This design comes from an exercise in tuning for small area, a short achievable clock period and few clock cycles on the open sky130 flow, not from production work. In this exercise RTL edits were held to simulation tests only and were not proved equivalent to the original. Power is estimated from default activity; no workload was simulated.

## flow/constraint.sdc

```tcl
create_clock -name core_clock -period 10.0 [get_ports {clk}]
set_input_delay 2.0000 -clock core_clock [delete_from_list [all_inputs] [get_ports {clk}]]
set_output_delay 2.0000 -clock core_clock [all_outputs]
set_load 0.01 [all_outputs]
```

## flow/config.mk

```make
export PLATFORM = sky130hd
export DESIGN_NAME = live_timer
export DESIGN_NICKNAME = live_timer
export VERILOG_FILES = /design/flow/design.v
export SDC_FILE = /design/flow/constraint.sdc
export NUM_CORES = 4
export LEC_CHECK = 0
export CAP_MARGIN = 20
export CORE_MARGIN = 2
export CORE_UTILIZATION = 60
export CTS_CLUSTER_DIAMETER = 70
export CTS_CLUSTER_SIZE = 30
export SLEW_MARGIN = 60
export TNS_END_PERCENT = 100
```

## flow/standard.sh

```bash
#!/bin/bash
# synth_recipe.tcl (not shown) runs the flow's synth.tcl, then flattens the netlist and writes it again
# the make line also repeats each setting of config.mk as NAME=value (left out here)
make -C /OpenROAD-flow-scripts/flow DESIGN_CONFIG=/design/flow/config.mk WORK_HOME=/design/flow/orfs CLKGATE_MAP_FILE= SYNTH_SCRIPT=/design/flow/synth_recipe.tcl "${@:-finish}"
```

## flow/design.v

```verilog
module live_timer #(
    parameter integer NT = 16
) (
    input  wire        clk,
    input  wire        rst,             
    input  wire        cmd_valid,
    input  wire [1:0]  cmd_op,          
    input  wire [3:0]  cmd_slot,
    input  wire [6:0]  cmd_node,
    input  wire [7:0]  cmd_fidx,
    input  wire [31:0] cmd_tmo,
    output wire        cmd_ready,
    output wire        idle,
    output reg         alert_valid,
    output reg  [3:0]  alert_slot,
    output reg  [6:0]  alert_node,
    output reg  [7:0]  alert_fidx,
    output reg         rd_valid,
    output reg  [31:0] rd_rem
);
    localparam [1:0] OP_CONFIG = 2'd0,
                     OP_KICK   = 2'd1,
                     OP_TICK   = 2'd2,
                     OP_READ   = 2'd3;
    reg  [NT-1:0]     slot_act;
    reg  [NT-1:0]     slot_big;
    reg  [6:0]        slot_node [0:NT-1];
    reg  [7:0]        slot_fidx [0:NT-1];
    reg  [30:0]       slot_tmo  [0:NT-1];
    reg  [31:0]       slot_rem  [0:NT-1];
    reg  [NT-1:0]     slot_low;
    reg  [NT-1:0]     slot_tlow;
    reg  [NT-1:0]     pend;           
    reg               ready_q;
    reg               idle_q;
    assign cmd_ready = ready_q;
    assign idle      = idle_q;
    integer i;
    reg  [NT-1:0] c_sel;              
    reg         c_cfg, c_tick, c_read;
    reg  [NT-1:0] c_kk;
    reg  [6:0]  c_node;
    reg  [7:0]  c_fidx;
    reg         c_neg;                
    reg         c_act, c_big, c_low;
    wire accept   = cmd_valid & ready_q;
    wire in_tick  = accept & (cmd_op == OP_TICK);
    wire in_kick  = accept & (cmd_op == OP_KICK);
    wire [NT-1:0] kmatch;
    wire          kmatch_c = c_act & (cmd_node == c_node) & (cmd_fidx == c_fidx);
    always @(posedge clk) begin
        if (rst) begin
            c_cfg  <= 1'b0;
            c_kk   <= {NT{1'b0}};
            c_tick <= 1'b0;
            c_read <= 1'b0;
        end else begin
            c_cfg  <= accept & (cmd_op == OP_CONFIG);
            c_kk   <= {NT{in_kick}} & kmatch;
            c_tick <= in_tick;
            c_read <= accept & (cmd_op == OP_READ);
        end
        for (i = 0; i < NT; i = i + 1)
            c_sel[i] <= (cmd_slot == i);
        c_node <= cmd_node;
        c_fidx <= cmd_fidx;
        c_neg  <= cmd_tmo[31];
        c_act  <= ~cmd_tmo[31] & (|cmd_tmo[30:0]);
        c_big  <= ~cmd_tmo[31] & (cmd_tmo[30:0] > 31'd1000);
        c_low  <= ~|cmd_tmo[31:3] & ~(cmd_tmo[2] & (cmd_tmo[1] | cmd_tmo[0]));
    end
    wire do_tick  = c_tick;
    wire do_read  = c_read;
    wire [NT-1:0] neg;
    wire [NT-1:0] neg_next;
    reg           pend_any;           
    wire [NT-1:0] src      = pend_any ? pend : neg;
    wire [NT-1:0] src_low  = src & (~src + 1'b1);
    reg  [3:0]  a_slot;
    reg  [6:0]  a_node;
    reg  [7:0]  a_fidx;
    always @* begin
        a_slot = 4'd0; a_node = 7'd0; a_fidx = 8'd0;
        for (i = 0; i < NT; i = i + 1)
            if (src_low[i]) begin
                a_slot = a_slot | i[3:0];
                a_node = a_node | slot_node[i];
                a_fidx = a_fidx | slot_fidx[i];
            end
    end
    wire [NT-1:0] src_rest  = src & ~src_low;
    wire [NT-1:0] pend_next = pend_any ? (src_rest | (do_tick ? neg : {NT{1'b0}}))
                                       : (do_tick ? src_rest : {NT{1'b0}});
    wire [3:0] ge [0:2];
    genvar q, h;
    generate
        for (q = 0; q < 3; q = q + 1) begin : g_cnt
            wire [NT-1:0] v = (q == 0) ? pend : (q == 1) ? neg : neg_next;
            wire [3:0] gg [0:3];
            for (h = 0; h < 4; h = h + 1) begin : g_grp
                wire a = v[4*h], b = v[4*h+1], c = v[4*h+2], d = v[4*h+3];
                assign gg[h] = {a & b & c & d,
                                (a & b & (c | d)) | (c & d & (a | b)),
                                (a & (b | c | d)) | (b & (c | d)) | (c & d),
                                a | b | c | d};
            end
            wire [3:0] x = gg[0], y = gg[1], u = gg[2], w = gg[3];
            wire [3:0] m0 = {x[3] | y[3] | (x[2] & y[0]) | (x[1] & y[1]) | (x[0] & y[2]),
                             x[2] | y[2] | (x[1] & y[0]) | (x[0] & y[1]),
                             x[1] | y[1] | (x[0] & y[0]),
                             x[0] | y[0]};
            wire [3:0] m1 = {u[3] | w[3] | (u[2] & w[0]) | (u[1] & w[1]) | (u[0] & w[2]),
                             u[2] | w[2] | (u[1] & w[0]) | (u[0] & w[1]),
                             u[1] | w[1] | (u[0] & w[0]),
                             u[0] | w[0]};
            assign ge[q] = {m0[3] | m1[3] | (m0[2] & m1[0]) | (m0[1] & m1[1]) | (m0[0] & m1[2]),
                            m0[2] | m1[2] | (m0[1] & m1[0]) | (m0[0] & m1[1]),
                            m0[1] | m1[1] | (m0[0] & m1[0]),
                            m0[0] | m1[0]};
        end
    endgenerate
    wire [3:0] gp = ge[0], gn = ge[1], gnn = ge[2];
    wire s_ge2 = do_tick ? (gn[1] | (gp[0] & gn[0]) | gp[1]) : gp[1];
    wire s_ge3 = do_tick ? (gn[2] | (gp[0] & gn[1]) | gp[2]) : gp[2];
    wire s_ge4 = do_tick ? (gn[3] | (gp[0] & gn[2]) | gp[3]) : gp[3];
    wire ready_nx = ~s_ge4 & ~(in_tick & (gnn[2] | (s_ge2 & gnn[1]) | (s_ge3 & gnn[0])));
    always @(posedge clk) begin
        if (rst) begin
            pend        <= {NT{1'b0}};
            pend_any    <= 1'b0;
            ready_q     <= 1'b1;
            idle_q      <= 1'b1;
            alert_valid <= 1'b0;
            rd_valid    <= 1'b0;
        end else begin
            pend        <= pend_next;
            pend_any    <= |pend_next;
            ready_q     <= ready_nx;
            idle_q      <= ~|pend_next & ~accept;
            alert_valid <= pend_any | (do_tick & (|neg));
            rd_valid    <= do_read;
        end
        alert_slot <= a_slot;
        alert_node <= a_node;
        alert_fidx <= a_fidx;
        rd_rem     <= rd_mux;
    end
    reg [31:0] rd_mux;
    always @* begin
        rd_mux = 32'd0;
        for (i = 0; i < NT; i = i + 1)
            if (c_sel[i]) rd_mux = rd_mux | slot_rem[i];
    end
    genvar g;
    generate
        for (g = 0; g < NT; g = g + 1) begin : g_slot
            wire        cfg   = c_cfg & c_sel[g];
            wire        kick  = c_kk[g];
            wire        tick  = do_tick & slot_act[g];
            assign kmatch[g]    = cfg ? kmatch_c
                                      : slot_act[g] & (slot_node[g] == cmd_node) &
                                        (slot_fidx[g] == cmd_fidx);
            wire        cfg_in = accept & (cmd_op == OP_CONFIG) & (cmd_slot == g);
            wire        neg_g = slot_rem[g][31];
            wire        ld    = cfg | kick | (tick & neg_g & slot_big[g]);
            wire        s1k   = tick & neg_g & ~slot_big[g];
            wire        in59  = ~|slot_rem[g][31:4] &
                                (slot_rem[g][3] ? ~(slot_rem[g][2] | slot_rem[g][1])
                                                : (slot_rem[g][2] & (slot_rem[g][1] | slot_rem[g][0])));
            wire        low   = slot_low[g];
            wire [32:0] bor;
            assign bor[0] = 1'b0;
            genvar j;
            for (j = 0; j < 32; j = j + 1) begin : g_b
                if (j == 0 || j == 2)
                    assign bor[j+1] = ~slot_rem[g][j] | bor[j];
                else
                    assign bor[j+1] = ~slot_rem[g][j] & bor[j];
            end
            wire [31:0] dflip = {bor[31:1], 1'b0} ^ 32'd5;   
            wire [31:0] x     = slot_rem[g] ^ (dflip & {32{tick}});
            wire [31:0] rem_nx = ld ? {cfg & c_neg, slot_tmo[g]} : s1k ? 32'd1000 : x;
            assign neg[g]      = slot_act[g] & neg_g;
            assign neg_next[g] = slot_act[g] & (do_tick ? (~neg_g & low) : neg_g);
            always @(posedge clk) begin
                if (rst)
                    slot_act[g] <= 1'b0;
                else if (cfg)
                    slot_act[g] <= c_act;
                if (cfg) begin
                    slot_big[g] <= c_big;
                    slot_node[g] <= c_node;
                    slot_fidx[g] <= c_fidx;
                    slot_tlow[g] <= c_low;
                end
                if (cfg)
                    slot_low[g] <= c_low;
                else if (kick)
                    slot_low[g] <= slot_tlow[g];
                else if (tick)
                    slot_low[g] <= ~neg_g & in59;
                if (cfg_in)
                    slot_tmo[g] <= cmd_tmo[30:0];
                slot_rem[g] <= rem_nx;
            end
        end
    endgenerate
endmodule
```

## flow/flow/run.sh

```bash
#!/bin/bash
# Standard layout (the standard.sh: the standard synthesis and ORFS
# flow). The SDC, clock period and I/O constraints are the design's own;
# only how hard the resizer works differs: a tighter setup-repair target,
# cell resizing not limited to the same footprint, and plain buffers
# (instead of delay cells) on the ports.
set -euo pipefail
bash standard.sh SETUP_SLACK_MARGIN=6.9 MATCH_CELL_FOOTPRINT=0 \
    "BUFFER_PORTS_ARGS=-buffer_cell sky130_fd_sc_hd__buf_4" \
    finish > standard_flow.log 2>&1
```

==> flow_summary.html, run 1 <==
<table>
<tr><th>Metric</th><th>Value</th></tr>
<tr><th colspan="2">Outcome</th></tr>
<tr><td>Status</td><td>complete, no violations</td></tr>
<tr><th colspan="2">STA</th></tr>
<tr><td>Unrepaired setup endpoints after global routing</td><td>yes</td></tr>
<tr><td>Setup clock skew after layout</td><td>0.03415 ns</td></tr>
<tr><td>Worst Tran Pin Value</td><td>0.7213 ns</td></tr>
<tr><td>Setup-violating endpoint count in the final report</td><td>0</td></tr>
<tr><td>Peak Freq</td><td>315.0 MHz</td></tr>
<tr><td>Relative slew margins</td><td>51.59%</td></tr>
<tr><td>Period Utilization, post-route</td><td>31.75%</td></tr>
<tr><td>Final period demand of the worst path</td><td>3.175 ns</td></tr>
<tr><td>Hold Fails Final Rpt</td><td>0</td></tr>
<tr><td>Max-slew violation count</td><td>0</td></tr>
<tr><td>Setup Total Neg Slack</td><td>0 ns</td></tr>
<tr><th colspan="2">Finish</th></tr>
<tr><td>Final layout net count</td><td>5659</td></tr>
<tr><td>Most common cell after layout, fill and taps aside</td><td>edfxtp_1</td></tr>
<tr><td>Relative area change from synthesis to final layout</td><td>11.81%</td></tr>
<tr><td>Highest-count cells in the layout ignoring fill and taps</td><td>edfxtp_1 (784), nand2_1 (662), dfxtp_1 (541)</td></tr>
<tr><td>Layout Utilization</td><td>67.52%</td></tr>
<tr><td>Layout cells sized above 1</td><td>13.40%</td></tr>
<tr><th colspan="2">Worst setup path</th></tr>
<tr><td>Worst Path Required</td><td>8.00 ns</td></tr>
<tr><td>Cell with the largest stage delay on the worst path</td><td>dfxtp_2</td></tr>
<tr><td>Max incr delay on CP</td><td>0.34 ns</td></tr>
<tr><td>Endpoint of the lowest-slack register-to-register path</td><td>alert_node[3]</td></tr>
<tr><td>Setup crit start kind</td><td>flip-flop</td></tr>
<tr><td>Worst path cell trace</td><td>buf_6</td></tr>
<tr><td>Worst EP arrival</td><td>1.17 ns</td></tr>
<tr><td>Biggest fanout along the worst timing path</td><td>1</td></tr>
<tr><td>Bufs and invs on worst path</td><td>1</td></tr>
<tr><td>Worst setup path class</td><td>reg -&gt; out</td></tr>
<tr><td>Number of cell instances on the worst register-to-register path</td><td>10</td></tr>
<tr><td>Dominant delay contributor by cell family on the critical path</td><td>flip-flops</td></tr>
<tr><td>Kind of end point of the critical path</td><td>output port</td></tr>
<tr><td>Reg2reg setup slack</td><td>6.93 ns</td></tr>
<tr><td>Start of the worst register-to-register path</td><td>slot_act[4]</td></tr>
<tr><th colspan="2">Synth</th></tr>
<tr><td>Number of synthesized register bits</td><td>1438</td></tr>
<tr><td>Gate count of the mapped netlist</td><td>5551</td></tr>
<tr><td>Primary FF master, synth</td><td>edfxtp_1</td></tr>
<tr><td>Sequential area share after synthesis</td><td>59.80%</td></tr>
<tr><td>Number of enable-type register cells in the synthesized netlist</td><td>784</td></tr>
<tr><td>Main combinational cell family by area after synthesis</td><td>compound AO/OA/AOI/OAI gates</td></tr>
<tr><td>Number of distinct standard cells referenced by the synthesized netlist</td><td>76</td></tr>
<tr><td>Arithmetic-cell share of the synthesized area counting full adders, half adders and majority gates</td><td>0.4739%</td></tr>
<tr><td>Fraction of synthesized cell area in xor and xnor cells</td><td>8.879%</td></tr>
<tr><td>Multiplexer share of the synthesized area</td><td>0.1328%</td></tr>
<tr><td>Post-Synthesis Net Count</td><td>5623</td></tr>
<tr><td>Proportion of register bits with asynchronous set or reset after synthesis</td><td>0%</td></tr>
<tr><td>Yosys warning count</td><td>5</td></tr>
<tr><td>Fraction of the mapped netlist area in compound gates</td><td>14.22%</td></tr>
<tr><td>Post-Synth Simple-Gate Area</td><td>14.22%</td></tr>
<tr><td>Mapped Avg Cell Area</td><td>11.04 µm²</td></tr>
<tr><td>Cell Area, Synth</td><td>61260 µm²</td></tr>
<tr><th colspan="2">Clock tree</th></tr>
<tr><td>CTS tree</td><td>yes</td></tr>
<tr><td>CTS clock-pin slew for the worst setup and hold paths</td><td>0.11 ns</td></tr>
<tr><td>Quantity of hold-fixing buffers added after cts</td><td>0</td></tr>
<tr><td>CTS Buffer Depth</td><td>3</td></tr>
<tr><td>Count of H-tree levels built during CTS</td><td>3</td></tr>
<tr><td>Clock tree sinks</td><td>1438</td></tr>
<tr><td>Clock root buffer</td><td>clkbuf_16</td></tr>
<tr><td>TritonCTS buffer count</td><td>75</td></tr>
<tr><td>Source-to-sink clock delay at the later pin of the worst-skew pair</td><td>0.73 ns</td></tr>
<tr><th colspan="2">Pwr</th></tr>
<tr><td>Max VDD drop</td><td>0.1983 mV</td></tr>
<tr><td>Power per unit of standard cell area</td><td>172.8 nW/µm²</td></tr>
<tr><td>Leakage power total</td><td>23.11 nW</td></tr>
<tr><th colspan="2">Die</th></tr>
<tr><td>Die Span Y</td><td>323.5 µm</td></tr>
<tr><td>Area of the core region</td><td>101400 µm²</td></tr>
<tr><td>Effective utilization at floorplan</td><td>60.38%</td></tr>
<tr><td>Row Count</td><td>117</td></tr>
<tr><td>Area enclosed by the die boundary</td><td>104700 µm²</td></tr>
<tr><td>Width of the die</td><td>323.5 µm</td></tr>
<tr><td>Number of placed I/O pins</td><td>111</td></tr>
<tr><th colspan="2">Global routing</th></tr>
<tr><td>Total gr overflow</td><td>0</td></tr>
<tr><td>Met3 layer usage reported by global route</td><td>7.742%</td></tr>
<tr><td>Antenna violations before repair</td><td>9</td></tr>
<tr><td>Global-route wire length before repair</td><td>317300 µm</td></tr>
<tr><td>Number of global-route vias before repair</td><td>43.48k</td></tr>
<tr><td>Met2 Use GR</td><td>66.94%</td></tr>
<tr><td>Maximum number of pins on one net before global-route repair</td><td>58</td></tr>
<tr><td>M1 GR Usage</td><td>53.29%</td></tr>
<tr><td>Top Usage Layer GRT</td><td>met2</td></tr>
<tr><td>Tot GR Track Use</td><td>43.14%</td></tr>
<tr><th colspan="2">Routing</th></tr>
<tr><td>DRC errors left</td><td>0</td></tr>
<tr><td>Total length of routed wires</td><td>228800 µm</td></tr>
<tr><td>Routed Antenna Nets</td><td>0</td></tr>
<tr><td>Drt pass-1 iters</td><td>9</td></tr>
<tr><td>DR vias/cell</td><td>6.821</td></tr>
<tr><td>Routed WL per cell</td><td>32.59 µm</td></tr>
<tr><td>DR vias</td><td>47.89k</td></tr>
<tr><td>Initial detailed-routing violation count</td><td>6862</td></tr>
<tr><th colspan="2">Hold path</th></tr>
<tr><td>WHS Endpoint</td><td>slot_rem[14][26]</td></tr>
<tr><td>Class of the most critical hold timing path</td><td>reg -&gt; reg</td></tr>
<tr><td>Depth of the worst hold-timing path</td><td>2</td></tr>
<tr><td>Critical hold path startpoint</td><td>slot_tmo[14][26]</td></tr>
<tr><th colspan="2">Run</th></tr>
<tr><td>Max-capacitance violation count</td><td>0</td></tr>
<tr><th colspan="2">Placed design</th></tr>
<tr><td>Final weighted congestion in routability-driven placement</td><td>1.070</td></tr>
<tr><td>PortBufs</td><td>110</td></tr>
<tr><td>Final HPWL DP</td><td>164300 µm</td></tr>
</table>
registers in the layout, indices dropped and copies added (netlist names), 4 cells and up:
name        count
alert_fidx      8
alert_node      7
alert_slot      4
c_fidx          8
c_kk           16
c_node          7
c_sel          16
pend           16
rd_rem         32
slot_act       16
slot_big       16
slot_fidx     128
slot_low       16
slot_node     112
slot_rem      512
slot_tlow      16
slot_tmo      496
worst reg2reg max path, cell delays in order, from the launching register on:
cell and delay, ns:
dfxtp_1 0.56, nand2_1 0.31, o2111ai_2 0.35, nor3_2 0.13
nand2_1 0.17, nor2_1 0.09, buf_4 0.24, a22oi_1 0.29
nand4_1 0.25, a221oi_1 0.41, nand3_1 0.16
area by class of cell:
cell class,instances,area [µm²]
sequential,1438,36790
fill,7677,32950
multi-input combinational,3750,24500
timing repair buffer,268,2519
clock buffer,84,1953
tap,1368,1712
clock inverter,56,803.3
inverter,54,206.4
antenna,3,7.507
where the power goes:
part | switching [W] | internal (W)
clock network | 0.00221 | 0.00167
logic | 0.000622 | 0.000418
registers | 0.000445 | 0.00647
stage by stage:
step | hold slack (ns) | power (W) | instances | setup WS [ns] | instance area [µm²]
after floorplan | 0.4138 | 0.007403 | 5551 | 6.296 | 61660
after global placement | 0.4165 | 0.007917 | 6774 | 5.671 | 63270
after detailed placement | 0.4212 | 0.007969 | 6823 | 5.941 | 64320
after CTS | 0.4282 | 0.01174 | 6985 | 6.814 | 67600
after global routing | 0.4456 | 0.01211 | 7018 | 6.791 | 68490
final | 0.4299 | 0.01183 | 7021 | 6.825 | 68490
synthesized netlist by cell type (13+ instances only):
| cell type | count | area share (%) |
|---|---|---|
| dfxtp_1 | 654 | 21 |
| a211oi_1 | 20 | 0.25 |
| o21ai_0 | 502 | 4.1 |
| nand3b_1 | 14 | 0.17 |
| inv_1 | 46 | 0.28 |
| a22oi_1 | 55 | 0.67 |
| clkbuf_1 | 294 | 1.8 |
| o21a_1 | 35 | 0.43 |
| nor2b_1 | 38 | 0.39 |
| xnor2_1 | 473 | 6.8 |
| a21oi_1 | 123 | 1.0 |
| a222oi_1 | 29 | 0.47 |
| nand3_1 | 42 | 0.34 |
| and3_1 | 23 | 0.23 |
| a21o_1 | 30 | 0.37 |
| or2_2 | 13 | 0.13 |
| a22o_1 | 131 | 1.9 |
| or3_1 | 82 | 0.84 |
| nand2b_1 | 21 | 0.21 |
| ha_1 | 16 | 0.33 |
| a221o_1 | 18 | 0.29 |
| o31ai_1 | 14 | 0.17 |
| nor2_1 | 331 | 2.0 |
| or4_1 | 40 | 0.49 |
| nor4_1 | 109 | 1.1 |
| o32a_1 | 45 | 0.74 |
| o22a_1 | 44 | 0.63 |
| nand2_1 | 684 | 4.2 |
| and2_1 | 61 | 0.62 |
| xor2_1 | 148 | 2.1 |
| edfxtp_1 | 784 | 38 |
| a31oi_1 | 19 | 0.19 |
| nor3_1 | 172 | 1.4 |
| nand4_1 | 142 | 1.5 |
| a221oi_1 | 145 | 2.1 |
kinds of logic (layout without fill, tap and decap cells):
logic type | count (synthesis) | count (layout)
and+or+nand+nor | 1814 | 1814
DFF | 1438 | 1438
AOI/OAI and AO/OA | 1282 | 1282
xor gates and xnor gates | 621 | 621
buffers and inverters | 363 | 462
adders and majority gates | 25 | 25
muxes | 8 | 8
other | 0 | 3
worst max-delay path by stage:
stage                startpoint                to  slack [ns]  cells after the start
detailed placement  cmd_slot[0]   slot_tmo[6][19]        5.94                      6
floorplan           cmd_slot[0]    slot_tmo[2][0]        6.30                      4
global route            ready_q         cmd_ready        6.79                      1
CTS                 cmd_slot[1]  slot_tmo[13][25]        6.81                      7
global placement      cmd_op[1]  slot_tmo[11][18]        5.67                      4
finish               rd_rem[16]        rd_rem[16]        6.83                      1
what timing repair did:
action | in CTS | in global routing
endpoints found under the setup margin | 283 | 247
setup buffers | 22 | 27
resized for setup | 124 | 103
endpoints found under the hold margin | 0 | 0
pin swaps | 12 | 19
per-layer routing:
layer	vias to the layer above	routed length [µm]
met5	-	27
met4	4	22740
met3	749	21940
met2	3226	102300
met1	23304	81820
li1	20605	-
Testbench counts, summed over its fixed seeds: cycles 24,044.
==> run 2: changes to the inputs <==
--- a/flow/config.mk
+++ b/flow/config.mk
@@ -7,7 +7,7 @@
 export LEC_CHECK = 0
 export CAP_MARGIN = 20
 export CORE_MARGIN = 2
-export CORE_UTILIZATION = 60
+export CORE_UTILIZATION = 65
 export CTS_CLUSTER_DIAMETER = 70
 export CTS_CLUSTER_SIZE = 30
 export SLEW_MARGIN = 60
==> run 2 against run 1 <==
Against the previous run:
- cell count down 0.98%
- first-iteration DRC count rose by 37%
- critical path depth is the same
- die area is 7.6% lower
- synthesized area is the same
- clock-buffer cell count up 6
- combinational power rose by 16%
- core utilization is 6.1 points higher
- critical path type unchanged
==> flow_summary.html, run 2 <==
<table>
<tr><th>Metric</th><th>Value</th></tr>
<tr><th colspan="2">Outcome</th></tr>
<tr><td>Status</td><td>complete, no violations</td></tr>
<tr><th colspan="2">Synth</th></tr>
<tr><td>Library cell occupying the most area in the post-synthesis netlist</td><td>edfxtp_1</td></tr>
<tr><td>Sequential area share after synthesis</td><td>59.80%</td></tr>
<tr><td>Top cells by area in the synthesized netlist</td><td>edfxtp_1 (38%), dfxtp_1 (21%), xnor2_1 (6.8%), nand2_1 (4.2%), o21ai_0 (4.1%)</td></tr>
<tr><td>Number of synthesized register bits</td><td>1438</td></tr>
<tr><td>Most common cell in the synthesized netlist</td><td>edfxtp_1</td></tr>
<tr><td>Yosys warning count</td><td>5</td></tr>
<tr><td>Post-Synthesis Net Count</td><td>5623</td></tr>
<tr><td>Fraction of synthesized cell area in xor and xnor cells</td><td>8.879%</td></tr>
<tr><td>Main combinational cell family by area after synthesis</td><td>compound AO/OA/AOI/OAI gates</td></tr>
<tr><td>Area fraction of the dominant cell type after synthesis</td><td>38.43%</td></tr>
<tr><td>Gate count of the mapped netlist</td><td>5551</td></tr>
<tr><td>Proportion of register bits with asynchronous set or reset after synthesis</td><td>0%</td></tr>
<tr><td>Cell Area, Synth</td><td>61260 µm²</td></tr>
<tr><td>Multiplexer share of the synthesized area</td><td>0.1328%</td></tr>
<tr><td>Top cells by instance count after synthesis</td><td>edfxtp_1 (784), nand2_1 (684), dfxtp_1 (654)</td></tr>
<tr><td>Number of distinct standard cells referenced by the synthesized netlist</td><td>76</td></tr>
<tr><td>Number of enable-type register cells in the synthesized netlist</td><td>784</td></tr>
<tr><td>Mapped Avg Cell Area</td><td>11.04 µm²</td></tr>
<tr><td>Fraction of the mapped netlist area in compound gates</td><td>14.22%</td></tr>
<tr><td>Primary FF master, synth</td><td>edfxtp_1</td></tr>
<tr><td>Post-Synth Simple-Gate Area</td><td>14.22%</td></tr>
<tr><td>Arithmetic-cell share of the synthesized area counting full adders, half adders and majority gates</td><td>0.4739%</td></tr>
<tr><th colspan="2">Worst setup path</th></tr>
<tr><td>Start of the worst register-to-register path</td><td>slot_act[15]</td></tr>
<tr><td>Worst Path Required</td><td>8.00 ns</td></tr>
<tr><td>Biggest fanout along the worst timing path</td><td>1</td></tr>
<tr><td>Worst EP arrival</td><td>1.20 ns</td></tr>
<tr><td>Cell with the largest stage delay on the worst path</td><td>dfxtp_4</td></tr>
<tr><td>Reg2reg setup slack</td><td>6.90 ns</td></tr>
<tr><td>Worst path cell trace</td><td>buf_6</td></tr>
<tr><td>Dominant delay contributor by cell family on the critical path</td><td>flip-flops</td></tr>
<tr><td>Max incr delay on CP</td><td>0.38 ns</td></tr>
<tr><td>Kind of end point of the critical path</td><td>output port</td></tr>
<tr><td>Worst setup path class</td><td>reg -&gt; out</td></tr>
<tr><td>Launching instance or port of the critical path</td><td>rd_rem[26]</td></tr>
<tr><td>Bufs and invs on worst path</td><td>1</td></tr>
<tr><td>Setup crit start kind</td><td>flip-flop</td></tr>
<tr><th colspan="2">Die</th></tr>
<tr><td>Number of placed I/O pins</td><td>111</td></tr>
<tr><td>Area of the core region</td><td>93330 µm²</td></tr>
<tr><td>Area enclosed by the die boundary</td><td>96710 µm²</td></tr>
<tr><td>Row Count</td><td>112</td></tr>
<tr><td>Width of the die</td><td>311.0 µm</td></tr>
<tr><td>Effective utilization at floorplan</td><td>65.64%</td></tr>
<tr><td>Die Span Y</td><td>311.0 µm</td></tr>
<tr><th colspan="2">Clock tree</th></tr>
<tr><td>CTS tree</td><td>yes</td></tr>
<tr><td>CTS clock-pin slew for the worst setup and hold paths</td><td>0.11 ns</td></tr>
<tr><td>Count of H-tree levels built during CTS</td><td>3</td></tr>
<tr><td>TritonCTS buffer count</td><td>72</td></tr>
<tr><td>CTS Buffer Depth</td><td>3</td></tr>
<tr><td>Source-to-sink clock delay at the later pin of the worst-skew pair</td><td>0.71 ns</td></tr>
<tr><td>Clock root buffer</td><td>clkbuf_16</td></tr>
<tr><td>Clock tree sinks</td><td>1438</td></tr>
<tr><th colspan="2">Routing</th></tr>
<tr><td>Drt pass-1 iters</td><td>9</td></tr>
<tr><td>DR vias/cell</td><td>7.231</td></tr>
<tr><td>Total length of routed wires</td><td>239100 µm</td></tr>
<tr><td>Initial detailed-routing violation count</td><td>9421</td></tr>
<tr><td>Routed WL per cell</td><td>34.40 µm</td></tr>
<tr><td>Routed Antenna Nets</td><td>0</td></tr>
<tr><td>DRC errors left</td><td>0</td></tr>
<tr><td>DR vias</td><td>50.27k</td></tr>
<tr><th colspan="2">Finish</th></tr>
<tr><td>Post-layout instance count excluding filler cells</td><td>6952</td></tr>
<tr><td>Largest register by flop count</td><td>slot_rem</td></tr>
<tr><td>Total of fill cells in the finished design</td><td>6552</td></tr>
<tr><td>Highest-count cells in the layout ignoring fill and taps</td><td>edfxtp_1 (784), nand2_1 (662), dfxtp_1 (539)</td></tr>
<tr><td>Area used by multi-input combinational logic</td><td>24540 µm²</td></tr>
<tr><td>Relative area change from synthesis to final layout</td><td>12.19%</td></tr>
<tr><td>Layout cells sized above 1</td><td>13.59%</td></tr>
<tr><td>Max reg flops</td><td>512</td></tr>
<tr><td>Most common cell after layout, fill and taps aside</td><td>edfxtp_1</td></tr>
<tr><td>Sequential cell area</td><td>36800 µm²</td></tr>
<tr><td>Leading registers by flop count</td><td>slot_rem: 512 flops, slot_tmo: 496 flops, slot_fidx: 128 flops</td></tr>
<tr><td>Final layout net count</td><td>5704</td></tr>
<tr><td>Layout Utilization</td><td>73.64%</td></tr>
<tr><th colspan="2">STA</th></tr>
<tr><td>Setup-violating endpoint count in the final report</td><td>0</td></tr>
<tr><td>Period Utilization, post-route</td><td>31.98%</td></tr>
<tr><td>Unrepaired setup endpoints after global routing</td><td>yes</td></tr>
<tr><td>Max-slew violation count</td><td>0</td></tr>
<tr><td>Hold Fails Final Rpt</td><td>0</td></tr>
<tr><td>Worst Tran Pin Value</td><td>0.6926 ns</td></tr>
<tr><td>Setup clock skew after layout</td><td>0.03763 ns</td></tr>
<tr><td>Post-route worst hold slack</td><td>0.4442 ns</td></tr>
<tr><td>Final period demand of the worst path</td><td>3.198 ns</td></tr>
<tr><td>Setup Total Neg Slack</td><td>0 ns</td></tr>
<tr><td>Peak Freq</td><td>312.7 MHz</td></tr>
<tr><td>Relative slew margins</td><td>53.83%</td></tr>
<tr><th colspan="2">Placed design</th></tr>
<tr><td>Final HPWL DP</td><td>166700 µm</td></tr>
<tr><td>PortBufs</td><td>110</td></tr>
<tr><td>Placed cell count</td><td>6749</td></tr>
<tr><td>Final weighted congestion in routability-driven placement</td><td>1.049</td></tr>
<tr><th colspan="2">Global routing</th></tr>
<tr><td>Number of global-route vias before repair</td><td>45.85k</td></tr>
<tr><td>Top Usage Layer GRT</td><td>met2</td></tr>
<tr><td>Total gr overflow</td><td>0</td></tr>
<tr><td>Global-route wire length before repair</td><td>331800 µm</td></tr>
<tr><td>Tot GR Track Use</td><td>48.22%</td></tr>
<tr><td>Met2 Use GR</td><td>68.41%</td></tr>
<tr><td>Antenna violations before repair</td><td>17</td></tr>
<tr><td>M1 GR Usage</td><td>61.62%</td></tr>
<tr><td>Maximum number of pins on one net before global-route repair</td><td>58</td></tr>
<tr><td>Met3 layer usage reported by global route</td><td>16.48%</td></tr>
<tr><th colspan="2">Hold path</th></tr>
<tr><td>Critical hold path startpoint</td><td>slot_tmo[11][2]</td></tr>
<tr><td>Class of the most critical hold timing path</td><td>reg -&gt; reg</td></tr>
<tr><th colspan="2">Run</th></tr>
<tr><td>Max-capacitance violation count</td><td>0</td></tr>
<tr><th colspan="2">Pwr</th></tr>
<tr><td>Power per unit of standard cell area</td><td>171.5 nW/µm²</td></tr>
<tr><td>Leakage power total</td><td>23.31 nW</td></tr>
<tr><td>Max VDD drop</td><td>0.1939 mV</td></tr>
</table>
==> run 2: cell types whose count changed in the layout (fill, tap and decap cells not counted), moves of 7 or more <==
cell and change:
a211o_2 -9, o21ai_1 +8, a221oi_2 -13, buf_4 +29, clkbuf_2 +8, buf_12 +10
nand2_4 -7, a221oi_1 +13, nor3_4 +8
==> run 2: area by class of cell <==
type / count / area share, %
flip-flops and latches: 1438 / 53.55
clock inverters: 42 / 0.8630
clock buffers: 90 / 2.827
inverters: 54 / 0.3004
multi-input cells: 3750 / 35.71
repair buffers: 316 / 4.439
well taps: 1254 / 2.283
diodes: 8 / 0.02913
==> run 2: logic make-up (layout without fill, tap and decap cells) <==
group / count (synthesis) / after routing
buffers and inverters: 363 / 502
flip-flops: 1438 / 1438
other: 0 / 8
AND/OR/NAND/NOR: 1814 / 1814
XOR/XNOR: 621 / 621
AO/OA/AOI/OAI: 1282 / 1282
adder cells (fa/ha/maj): 25 / 25
multiplexers: 8 / 8
==> run 2: worst register-to-register path, cell delays in order (launching register included) <==
cell     delay (ns)
dfxtp_1        0.53
and2_1         0.35
nand2_2        0.39
nor3_1         0.38
nand4_1        0.58
nor3_1         0.50
xnor2_1        0.16
o21ai_0        0.10
==> run 2: report_power, final <==
part / internal, W / total, W / switching [W] / leakage [nW]
sequential: 0.00647 / 0.00690 / 0.000431 / 12.4
clock: 0.00156 / 0.00368 / 0.00212 / 1.21
combinational: 0.000465 / 0.00121 / 0.000742 / 9.66
total: 0.00849 / 0.0118 / 0.00329 / 23.3
==> run 2: path summary, 6_finish.rpt <==
path | to | depth (start not counted)
setup / recovery | rd_rem[26] | 1
hold / removal | slot_rem[11][2] | 2
setup reg to reg | slot_rem[15][13] | 7
hold reg to reg | slot_rem[11][2] | 2
==> run 2: stage by stage <==
step	cell area [µm²]	setup WS [ns]	total power (W)
4_1_cts	67850	6.757	0.01162
2_1_floorplan	61660	6.296	0.007403
3_5_place_dp	64460	5.907	0.008035
6_report	68720	6.802	0.01178
3_3_place_gp	63510	5.774	0.007973
5_1_grt	68710	6.769	0.01199
==> run 2: timing repair <==
| item | in CTS | in global routing |
|---|---|---|
| gates resized for setup | 199 | 96 |
| cloned | 2 | 1 |
| pin swaps | 18 | 26 |
| setup buffers | 24 | 28 |
| hold buffers | 0 | 0 |
| endpoints found under the setup margin | 393 | 276 |
==> run 2: routing by layer <==
metal	wire [µm]	vias to the layer above	part of all wire (%)
met5	131	-	0.055
met4	22090	12	9.2
met3	38140	1031	16
met2	98050	4629	41
met1	80710	23946	34
li1	-	20654	-
==> run 3: changes to the inputs <==
--- a/flow/flow/run.sh
+++ b/flow/flow/run.sh
@@ -5,6 +5,6 @@
 # cell resizing not limited to the same footprint, and plain buffers
 # (instead of delay cells) on the ports.
 set -euo pipefail
-bash standard.sh SETUP_SLACK_MARGIN=6.9 MATCH_CELL_FOOTPRINT=0 \
+bash standard.sh SETUP_SLACK_MARGIN=7.0 MATCH_CELL_FOOTPRINT=0 \
     "BUFFER_PORTS_ARGS=-buffer_cell sky130_fd_sc_hd__buf_4" \
     finish > standard_flow.log 2>&1
--- a/flow/config.mk
+++ b/flow/config.mk
@@ -7,7 +7,7 @@
 export LEC_CHECK = 0
 export CAP_MARGIN = 20
 export CORE_MARGIN = 2
-export CORE_UTILIZATION = 65
+export CORE_UTILIZATION = 60
 export CTS_CLUSTER_DIAMETER = 70
 export CTS_CLUSTER_SIZE = 30
 export SLEW_MARGIN = 60
==> run 3 against run 2 <==
Against the previous run:
- clock power is 8.4% higher
- hold slack worse by 0.014 ns
- critical path depth stayed put
- synthesized area stayed put
- critical path type unchanged
- first-iteration DRC count is 24% lower
- still clean
- largest power group unchanged
- highest routed layer unchanged
- sequential share of layout area is 0.54 points lower
- routed wire length is 1.7% lower
==> flow_summary.html, run 3 <==
<table>
<tr><th>Metric</th><th>Value</th></tr>
<tr><th colspan="2">Finish</th></tr>
<tr><td>Final layout net count</td><td>5712</td></tr>
<tr><td>Leading registers by flop count</td><td>slot_rem: 512 flops, slot_tmo: 496 flops, slot_fidx: 128 flops</td></tr>
<tr><td>Largest register by flop count</td><td>slot_rem</td></tr>
<tr><td>Max reg flops</td><td>512</td></tr>
<tr><td>Layout cells sized above 1</td><td>14.25%</td></tr>
<tr><td>Most common cell after layout, fill and taps aside</td><td>edfxtp_1</td></tr>
<tr><td>Total of fill cells in the finished design</td><td>7585</td></tr>
<tr><td>Highest-count cells in the layout ignoring fill and taps</td><td>edfxtp_1 (784), nand2_1 (659), dfxtp_1 (553)</td></tr>
<tr><td>Layout Utilization</td><td>68.40%</td></tr>
<tr><td>Relative area change from synthesis to final layout</td><td>13.27%</td></tr>
<tr><td>Post-layout instance count excluding filler cells</td><td>7076</td></tr>
<tr><th colspan="2">STA</th></tr>
<tr><td>Setup-violating endpoint count in the final report</td><td>0</td></tr>
<tr><td>Unrepaired setup endpoints after global routing</td><td>yes</td></tr>
<tr><td>Worst Tran Pin Value</td><td>0.6522 ns</td></tr>
<tr><td>Period Utilization, post-route</td><td>32.18%</td></tr>
<tr><td>Relative slew margins</td><td>56.41%</td></tr>
<tr><td>Peak Freq</td><td>310.8 MHz</td></tr>
<tr><td>Max-slew violation count</td><td>0</td></tr>
<tr><td>Setup clock skew after layout</td><td>0.05610 ns</td></tr>
<tr><td>Hold Fails Final Rpt</td><td>0</td></tr>
<tr><td>Worst setup margin</td><td>6.782 ns</td></tr>
<tr><td>Final period demand of the worst path</td><td>3.218 ns</td></tr>
<tr><td>Setup Total Neg Slack</td><td>0 ns</td></tr>
<tr><th colspan="2">Placed design</th></tr>
<tr><td>Worst Setup Slack post-DPL</td><td>6.015 ns</td></tr>
<tr><td>Final HPWL DP</td><td>166700 µm</td></tr>
<tr><td>Placed cell count</td><td>6836</td></tr>
<tr><td>Final weighted congestion in routability-driven placement</td><td>1.052</td></tr>
<tr><td>PortBufs</td><td>110</td></tr>
<tr><th colspan="2">Worst setup path</th></tr>
<tr><td>Bufs and invs on worst path</td><td>1</td></tr>
<tr><td>Start of the worst register-to-register path</td><td>pend[9]</td></tr>
<tr><td>Worst setup path class</td><td>reg -&gt; out</td></tr>
<tr><td>Kind of end point of the critical path</td><td>output port</td></tr>
<tr><td>Number of cell instances on the worst register-to-register path</td><td>9</td></tr>
<tr><td>Endpoint of the lowest-slack register-to-register path</td><td>ready_q</td></tr>
<tr><td>Setup crit start kind</td><td>flip-flop</td></tr>
<tr><td>Max incr delay on CP</td><td>0.38 ns</td></tr>
<tr><td>Cell with the largest stage delay on the worst path</td><td>dfxtp_4</td></tr>
<tr><td>Worst Path Required</td><td>8.00 ns</td></tr>
<tr><td>Reg2reg setup slack</td><td>6.97 ns</td></tr>
<tr><td>Worst path cell trace</td><td>buf_6</td></tr>
<tr><td>Biggest fanout along the worst timing path</td><td>1</td></tr>
<tr><td>Dominant delay contributor by cell family on the critical path</td><td>flip-flops</td></tr>
<tr><td>Worst EP arrival</td><td>1.22 ns</td></tr>
<tr><th colspan="2">Routing</th></tr>
<tr><td>DR vias/cell</td><td>6.872</td></tr>
<tr><td>Routed WL per cell</td><td>33.21 µm</td></tr>
<tr><td>DR vias</td><td>48.63k</td></tr>
<tr><td>Initial detailed-routing violation count</td><td>7147</td></tr>
<tr><td>Routed Antenna Nets</td><td>0</td></tr>
<tr><td>DRC errors left</td><td>0</td></tr>
<tr><td>Total length of routed wires</td><td>235000 µm</td></tr>
<tr><td>Drt pass-1 iters</td><td>6</td></tr>
<tr><th colspan="2">Synth</th></tr>
<tr><td>Number of enable-type register cells in the synthesized netlist</td><td>784</td></tr>
<tr><td>Library cell occupying the most area in the post-synthesis netlist</td><td>edfxtp_1</td></tr>
<tr><td>Proportion of register bits with asynchronous set or reset after synthesis</td><td>0%</td></tr>
<tr><td>Yosys warning count</td><td>5</td></tr>
<tr><td>Most common cell in the synthesized netlist</td><td>edfxtp_1</td></tr>
<tr><td>Cell Area, Synth</td><td>61260 µm²</td></tr>
<tr><td>Post-Synthesis Net Count</td><td>5623</td></tr>
<tr><td>Mapped Avg Cell Area</td><td>11.04 µm²</td></tr>
<tr><td>Area fraction of the dominant cell type after synthesis</td><td>38.43%</td></tr>
<tr><td>Gate count of the mapped netlist</td><td>5551</td></tr>
<tr><td>Number of synthesized register bits</td><td>1438</td></tr>
<tr><td>Top cells by instance count after synthesis</td><td>edfxtp_1 (784), nand2_1 (684), dfxtp_1 (654)</td></tr>
<tr><td>Primary FF master, synth</td><td>edfxtp_1</td></tr>
<tr><td>Top cells by area in the synthesized netlist</td><td>edfxtp_1 (38%), dfxtp_1 (21%), xnor2_1 (6.8%), nand2_1 (4.2%), o21ai_0 (4.1%)</td></tr>
<tr><td>Number of distinct standard cells referenced by the synthesized netlist</td><td>76</td></tr>
<tr><td>Sequential area share after synthesis</td><td>59.80%</td></tr>
<tr><th colspan="2">Pwr</th></tr>
<tr><td>Combinational group share of total power</td><td>9.1%</td></tr>
<tr><td>Internal Power</td><td>0.008635 W</td></tr>
<tr><td>Clk network pwr share</td><td>33.3%</td></tr>
<tr><td>NetSw</td><td>0.003351 W</td></tr>
<tr><td>Post-route total power</td><td>0.01199 W</td></tr>
<tr><td>Max VDD drop</td><td>0.2181 mV</td></tr>
<tr><td>Power per unit of standard cell area</td><td>172.7 nW/µm²</td></tr>
<tr><td>Switching fraction of total power</td><td>27.96%</td></tr>
<tr><td>Proportion of power drawn by flip-flops and latches</td><td>57.7%</td></tr>
<tr><td>Leakage power total</td><td>23.55 nW</td></tr>
<tr><th colspan="2">Hold path</th></tr>
<tr><td>Depth of the worst hold-timing path</td><td>2</td></tr>
<tr><td>Critical hold path startpoint</td><td>slot_tmo[13][10]</td></tr>
<tr><td>Class of the most critical hold timing path</td><td>reg -&gt; reg</td></tr>
<tr><td>WHS Endpoint</td><td>slot_rem[13][10]</td></tr>
<tr><th colspan="2">Global routing</th></tr>
<tr><td>Antenna violations before repair</td><td>13</td></tr>
<tr><td>Maximum number of pins on one net before global-route repair</td><td>40</td></tr>
<tr><td>Number of global-route vias before repair</td><td>44.47k</td></tr>
<tr><td>Global-route wire length before repair</td><td>324800 µm</td></tr>
<tr><td>Total gr overflow</td><td>0</td></tr>
<tr><td>Tot GR Track Use</td><td>44.19%</td></tr>
<tr><th colspan="2">Die</th></tr>
<tr><td>Row Count</td><td>117</td></tr>
<tr><td>Die Span Y</td><td>323.5 µm</td></tr>
<tr><td>Area enclosed by the die boundary</td><td>104700 µm²</td></tr>
<tr><td>Number of placed I/O pins</td><td>111</td></tr>
<tr><td>Effective utilization at floorplan</td><td>60.38%</td></tr>
<tr><td>Area of the core region</td><td>101400 µm²</td></tr>
<tr><td>Width of the die</td><td>323.5 µm</td></tr>
<tr><th colspan="2">Clock tree</th></tr>
<tr><td>Quantity of hold-fixing buffers added after cts</td><td>0</td></tr>
<tr><td>TritonCTS buffer count</td><td>78</td></tr>
<tr><td>Clock tree sinks</td><td>1438</td></tr>
<tr><td>Clock root buffer</td><td>clkbuf_16</td></tr>
<tr><td>CTS Buffer Depth</td><td>3</td></tr>
<tr><td>Count of H-tree levels built during CTS</td><td>3</td></tr>
<tr><td>CTS tree</td><td>yes</td></tr>
<tr><td>Source-to-sink clock delay at the later pin of the worst-skew pair</td><td>0.74 ns</td></tr>
<tr><td>CTS clock-pin slew for the worst setup and hold paths</td><td>0.12 ns</td></tr>
<tr><th colspan="2">Outcome</th></tr>
<tr><td>Status</td><td>complete, no violations</td></tr>
<tr><th colspan="2">Run</th></tr>
<tr><td>Max-capacitance violation count</td><td>0</td></tr>
</table>
## run 3: through the flow
| stage | hold WS, ns | cell area (µm²) |
|---|---|---|
| floorplan | 0.4138 | 61700 |
| global placement | 0.4192 | 63320 |
| detailed placement | 0.4262 | 64450 |
| CTS | 0.4309 | 68310 |
| global route | 0.4481 | 69380 |
| finish | 0.4299 | 69390 |
## run 3: how the worst max path moves through the flow
stage	startpoint	to	slack [ns]	cells after the start
floorplan	cmd_slot[0]	slot_tmo[2][0]	6.30	4
global placement	cmd_op[1]	slot_tmo[15][23]	5.68	4
detailed placement	cmd_slot[1]	slot_tmo[9][20]	6.01	6
CTS	rd_rem[22]	rd_rem[22]	6.79	1
global route	alert_node[5]	alert_node[5]	6.75	1
finish	alert_node[5]	alert_node[5]	6.78	1
## run 3: layout make-up
cell class	instances	area, µm²	area share [%]
diodes	4	10.01	0.01443
clock buffers	85	2041	2.941
clock inverters	59	838.3	1.208
inverters	54	209.0	0.3011
multi-input cells	3750	24740	35.65
flip-flops and latches	1438	36780	53.01
well taps	1368	1712	2.467
repair buffers	318	3054	4.402
## run 3: kinds of logic (layout without fill, tap and decap cells)
group | after synthesis | after routing | synth area share (%)
DFF | 1438 | 1438 | 59.80
and+or+nand+nor | 1814 | 1814 | 14.22
AOI/OAI and AO/OA | 1282 | 1282 | 14.22
muxes | 8 | 8 | 0.1328
buffers and inverters | 363 | 516 | 2.267
xor gates and xnor gates | 621 | 621 | 8.879
adders and majority gates | 25 | 25 | 0.4739
other | 0 | 4 | 0
## run 3: power groups by stage
stage                     clock network, W  registers (W)  logic [W]
after floorplan                          0        0.00681   0.000600
after global placement                   0        0.00699   0.000939
after detailed placement                 0        0.00701   0.000982
after CTS                          0.00399        0.00688    0.00101
after global routing               0.00419        0.00692    0.00114
final                              0.00399        0.00691    0.00109
## run 3: what timing repair did
item,CTS,global route
setup endpoints to repair,360,260
gates resized for setup,168,86
buffers inserted,36,42
pin swaps,14,23
gates cloned,5,1
## run 3: metal layers
metal	GRT usage, %	wire (µm)
met3	9.652	23610
met5	0.3241	72
met2	67.78	104800
met1	52.97	81870
met4	38.25	24700

## port drivers added, routing unchanged
No port has a modelled driver above. Below, the same layouts with a new extraction and two added sets of constraints.
Step 1 assumes that a clkbuf_16 drives the clock port and a buf_2 every other input.
Step 2, shift: input delay + t, output delay - t, t = (earliest + latest rising clock arrival at the registers) / 2. This alone moves slack from input paths to output paths.
Slacks: ideal / step 1 / step 2; pairs: ideal / step 1.
run	t, ns	setup slack, ns	hold slack, ns
run 1	0.792	6.825 / 6.746 / 6.128	0.430 / 0.430 / 0.430
run 2	0.774	6.802 / 6.722 / 6.164	0.444 / 0.444 / 0.444
run 3	0.796	6.782 / 6.703 / 6.209	0.430 / 0.430 / 0.430
After both steps every run listed still meets setup and hold. The setup slack of run 1, which loses most, moves by -0.079 ns with the drivers and by -0.697 ns with both steps.
